What follows belongs to an exercise in optimizing a design on an open flow for small area, a short achievable clock period and few clock cycles; a production flow would make more cautious choices. Where RTL was checked, it was by simulation tests only, not by an equivalence proof against the original. Power and IR drop assume default switching activity.

run 1:
Design rawc_seq, start of the top module:
module rawc_seq (
    input  wire        clk,
    input  wire        rst,         
    input  wire        cmd_valid,
    output wire        cmd_ready,
    input  wire [31:0] cmd_word,
    input  wire        wr_valid,
    output wire        wr_ready,
    input  wire [7:0]  wr_byte,
    output wire        rd_valid,
    output wire [7:0]  rd_byte,
    output wire        rsp_valid,
    input  wire        rsp_ready,
    output wire [31:0] rsp_word,
    output wire        p_valid,
    input  wire        p_ready,
    output wire [3:0]  p_kind,
    output wire [5:0]  p_reg,
    output wire        p_word,
    output wire [15:0] p_wdata,
    input  wire [31:0] p_rdata
);
Size: about 950 cells after synthesis, roughly 7600 um2 of cells after synthesis.
==> flow/config.mk <==
export PLATFORM = sky130hd
export DESIGN_NAME = rawc_seq
export DESIGN_NICKNAME = rawc_seq
export VERILOG_FILES = /design/flow/design.v
export SDC_FILE = /design/flow/constraint.sdc
export NUM_CORES = 4
export LEC_CHECK = 0
export CAP_MARGIN = 10
export CORE_MARGIN = 2
export CORE_UTILIZATION = 55
export SETUP_SLACK_MARGIN = 1.6
export SLEW_MARGIN = 10
==> flow/constraint.sdc <==
create_clock -name core_clock -period 5.0 [get_ports {clk}]
set_input_delay 1.0000 -clock core_clock [delete_from_list [all_inputs] [get_ports {clk}]]
set_output_delay 1.0000 -clock core_clock [all_outputs]
set_load 0.01 [all_outputs]
standard.sh (not shown) runs the stock make flow with config.mk's settings and CLKGATE_MAP_FILE= SYNTH_SCRIPT=/design/flow/synth_recipe.tcl, a recipe that flattens the netlist after the stock synthesis.
==> flow/flow/run.sh <==
#!/bin/bash
# Layout flow: the standard ORFS flow (standard.sh), with these changes:
#  - the port buffers inserted during placement use the smallest buffer cell;
#  - synthesis leaves adders to ABC instead of extracting half/full adder
#    cells (ADDER_MAP_FILE empty), so carry chains are mapped as logic; the
#    synthesis script and its register names are the standard ones;
#  - clock tree synthesis uses clkbuf_4/clkbuf_8 and adds no dummy loads.
set -euo pipefail
export BUFFER_PORTS_ARGS="-buffer_cell sky130_fd_sc_hd__buf_1"
export ADDER_MAP_FILE=
export CTS_ARGS="-sink_clustering_enable -repair_clock_nets -buf_list {sky130_fd_sc_hd__clkbuf_4 sky130_fd_sc_hd__clkbuf_8} -dont_use_dummy_load"
bash standard.sh > standard_flow.log 2>&1
The following lists how run 2 was set up differently from run 1:
- CTS_BUF_LIST now sky130_fd_sc_hd__clkbuf_4 sky130_fd_sc_hd__clkbuf_8, previously not set
==> flow/flow/run.sh <==
#!/bin/bash
# Layout flow: the standard ORFS flow (standard.sh), with two changes:
#  - the port buffers inserted during placement use the smallest buffer cell;
#  - synthesis leaves adders to ABC instead of extracting half/full adder
#    cells (ADDER_MAP_FILE empty), so carry chains are mapped as logic.
# The synthesis script and its register names are the standard ones.
set -euo pipefail
export BUFFER_PORTS_ARGS="-buffer_cell sky130_fd_sc_hd__buf_1"
export ADDER_MAP_FILE=
bash standard.sh > standard_flow.log 2>&1
==> comparison <==
- Run 2 ran to completion and came out clean on the timing, DRC and antenna checks.
- Between run 2 and run 1, the total congestion overflow after global routing does not differ in any meaningful way.
- Delta (run 2 minus run 1): wire length of the first global-routing pass moved up; total number of vias moved down; minimum setup slack in the final design moved up; cell area moved up; total chip power moved up.
- Between run 2 and run 1, the transition time of the tightest slew-check pin figures differ only marginally.
No functional check of the RTL was part of any run of this note.

========
== job 1135 ==
rawc_seq, a different RTL version from the one above (not shown whole).
For scale: roughly 950 cells after synthesis, ~83 flip-flops.
Design rawc_seq, start of the top module:
module rawc_seq (
    input  wire        clk,
    input  wire        rst,         
    input  wire        cmd_valid,
    output wire        cmd_ready,
    input  wire [31:0] cmd_word,
    input  wire        wr_valid,
    output wire        wr_ready,
    input  wire [7:0]  wr_byte,
    output wire        rd_valid,
    output wire [7:0]  rd_byte,
    output wire        rsp_valid,
    input  wire        rsp_ready,
    output wire [31:0] rsp_word,
    output wire        p_valid,
    input  wire        p_ready,
    output wire [3:0]  p_kind,
    output wire [5:0]  p_reg,
    output wire        p_word,
    output wire [15:0] p_wdata,
    input  wire [31:0] p_rdata
);
==> flow/config.mk <==
export PLATFORM = sky130hd
export DESIGN_NAME = rawc_seq
export DESIGN_NICKNAME = rawc_seq
export VERILOG_FILES = /design/flow/design.v
export SDC_FILE = /design/flow/constraint.sdc
export NUM_CORES = 4
export LEC_CHECK = 0
export CAP_MARGIN = 10
export CORE_MARGIN = 2
export CORE_UTILIZATION = 55
export SETUP_SLACK_MARGIN = 1.8
export SLEW_MARGIN = 10
export TNS_END_PERCENT = 20
==> flow/constraint.sdc <==
create_clock -name core_clock -period 5.0 [get_ports {clk}]
set_input_delay 1.0000 -clock core_clock [delete_from_list [all_inputs] [get_ports {clk}]]
set_output_delay 1.0000 -clock core_clock [all_outputs]
set_load 0.01 [all_outputs]
==> flow/flow/run.sh <==
#!/bin/bash
# Layout flow: the standard ORFS flow (standard.sh), with these changes:
#  - the port buffers inserted during placement use the smallest buffer cell;
#  - synthesis leaves adders to ABC instead of extracting half/full adder
#    cells (ADDER_MAP_FILE empty), so carry chains are mapped as logic; the
#    synthesis script and its register names are the standard ones;
#  - clock tree synthesis uses clkbuf_4/clkbuf_8 and adds no dummy loads.
set -euo pipefail
export BUFFER_PORTS_ARGS="-buffer_cell sky130_fd_sc_hd__buf_1"
export ADDER_MAP_FILE=
export CTS_ARGS="-sink_clustering_enable -repair_clock_nets -buf_list {sky130_fd_sc_hd__clkbuf_4 sky130_fd_sc_hd__clkbuf_8} -dont_use_dummy_load"
bash standard.sh > standard_flow.log 2>&1
Having completed the whole flow, job 1135 delivered a layout that passed the timing, DRC and antenna checks.
Testbench counts of job 1135, summed over its fixed seeds: cycles 146,720.
### job 1135 -> job 4125
Settings: swapping 10 for 20 in CAP_MARGIN; swapping 1.8 for 1.5 in SETUP_SLACK_MARGIN; swapping 10 for 20 in SLEW_MARGIN; clearing TNS_END_PERCENT, which used to be 20.
==> notes.md <==
Met3 routing resource usage after global routing: job 4125 vs job 1135 down 1.9 points. On setup slack, job 4125 does worse than job 1135. Critical path depth is lower on job 1135. In job 4125, the sequential share of power came out 0.7 points above the value in job 1135. In terms of clock network contribution to total cell area, job 1135 and job 4125 differ only marginally.
The inputs of job 3065 differ from those of job 4125 as listed below.
Settings: a change of CAP_MARGIN from 20 to 10; a change of SETUP_SLACK_MARGIN from 1.5 to 1.6; a change of SLEW_MARGIN from 20 to 10.
==> notes.md <==
- Looking at post-route standard cell area excluding fillers across job 3065 and job 4125, the one that comes out higher is job 3065.
- Status: cell internal power dissipation parity (job 3065, job 4125)
- Job 4125 has lower fmax than job 3065.
- Comparing job 4125 against job 3065, there is no change at all in number of pins with negative max-slew slack in the final report.
- Taking job 4125 as the reference point, the sequential share of layout area of job 3065 falls by 0.34 points.
- Diff job 4125 -> job 3065: cell count went up about 0.66%; wire length of the first global-routing pass went up 0.56%; least setup slack across all paths after layout went up 0.21 ns.
- Looking at job 3065 and job 4125, the tap cell instance count is a wash.

## static timing again, ports no longer ideal
No port has a modelled driver above. Below, the same layouts with a new extraction and two added sets of constraints. Step 1 sets driving cells, clkbuf_16 on the clock port and buf_2 on the other inputs (assumed; they add their load-dependent delay and slew). Step 2 adds t to the input delays and takes it off the output delays; t is the mean of the earliest and latest rising clock arrival at the registers after step 1. Input paths then give back, and output paths get back, about the clock's delay inside the block. Three values: no drivers, after step 1, after step 2; two values: the first two.
run | t, ns | slack for setup (ns) | clock arrival spread, ns | worst register clock-pin slew, ns | cell pins on the clock port's net
run 1 | 0.409 | 1.576 / 1.585 / 1.176 | 0.026 / 0.026 | 0.10 / 0.10 | 1
run 2 | 0.413 | 1.597 / 1.561 / 1.201 | 0.010 / 0.011 | 0.10 / 0.10 | 1
job 1135 | 0.420 | 1.687 / 1.647 / 1.332 | 0.024 / 0.024 | 0.10 / 0.10 | 1
job 4125 | 0.411 | 1.484 / 1.444 / 1.232 | 0.027 / 0.027 | 0.10 / 0.10 | 1
job 3065 | 0.408 | 1.693 / 1.653 / 1.317 | 0.026 / 0.026 | 0.10 / 0.10 | 1
After both steps setup and hold are still met in every run listed. The setup slack of run 1, which loses most, moves by +0.009 ns with the drivers and by -0.400 ns with both steps.
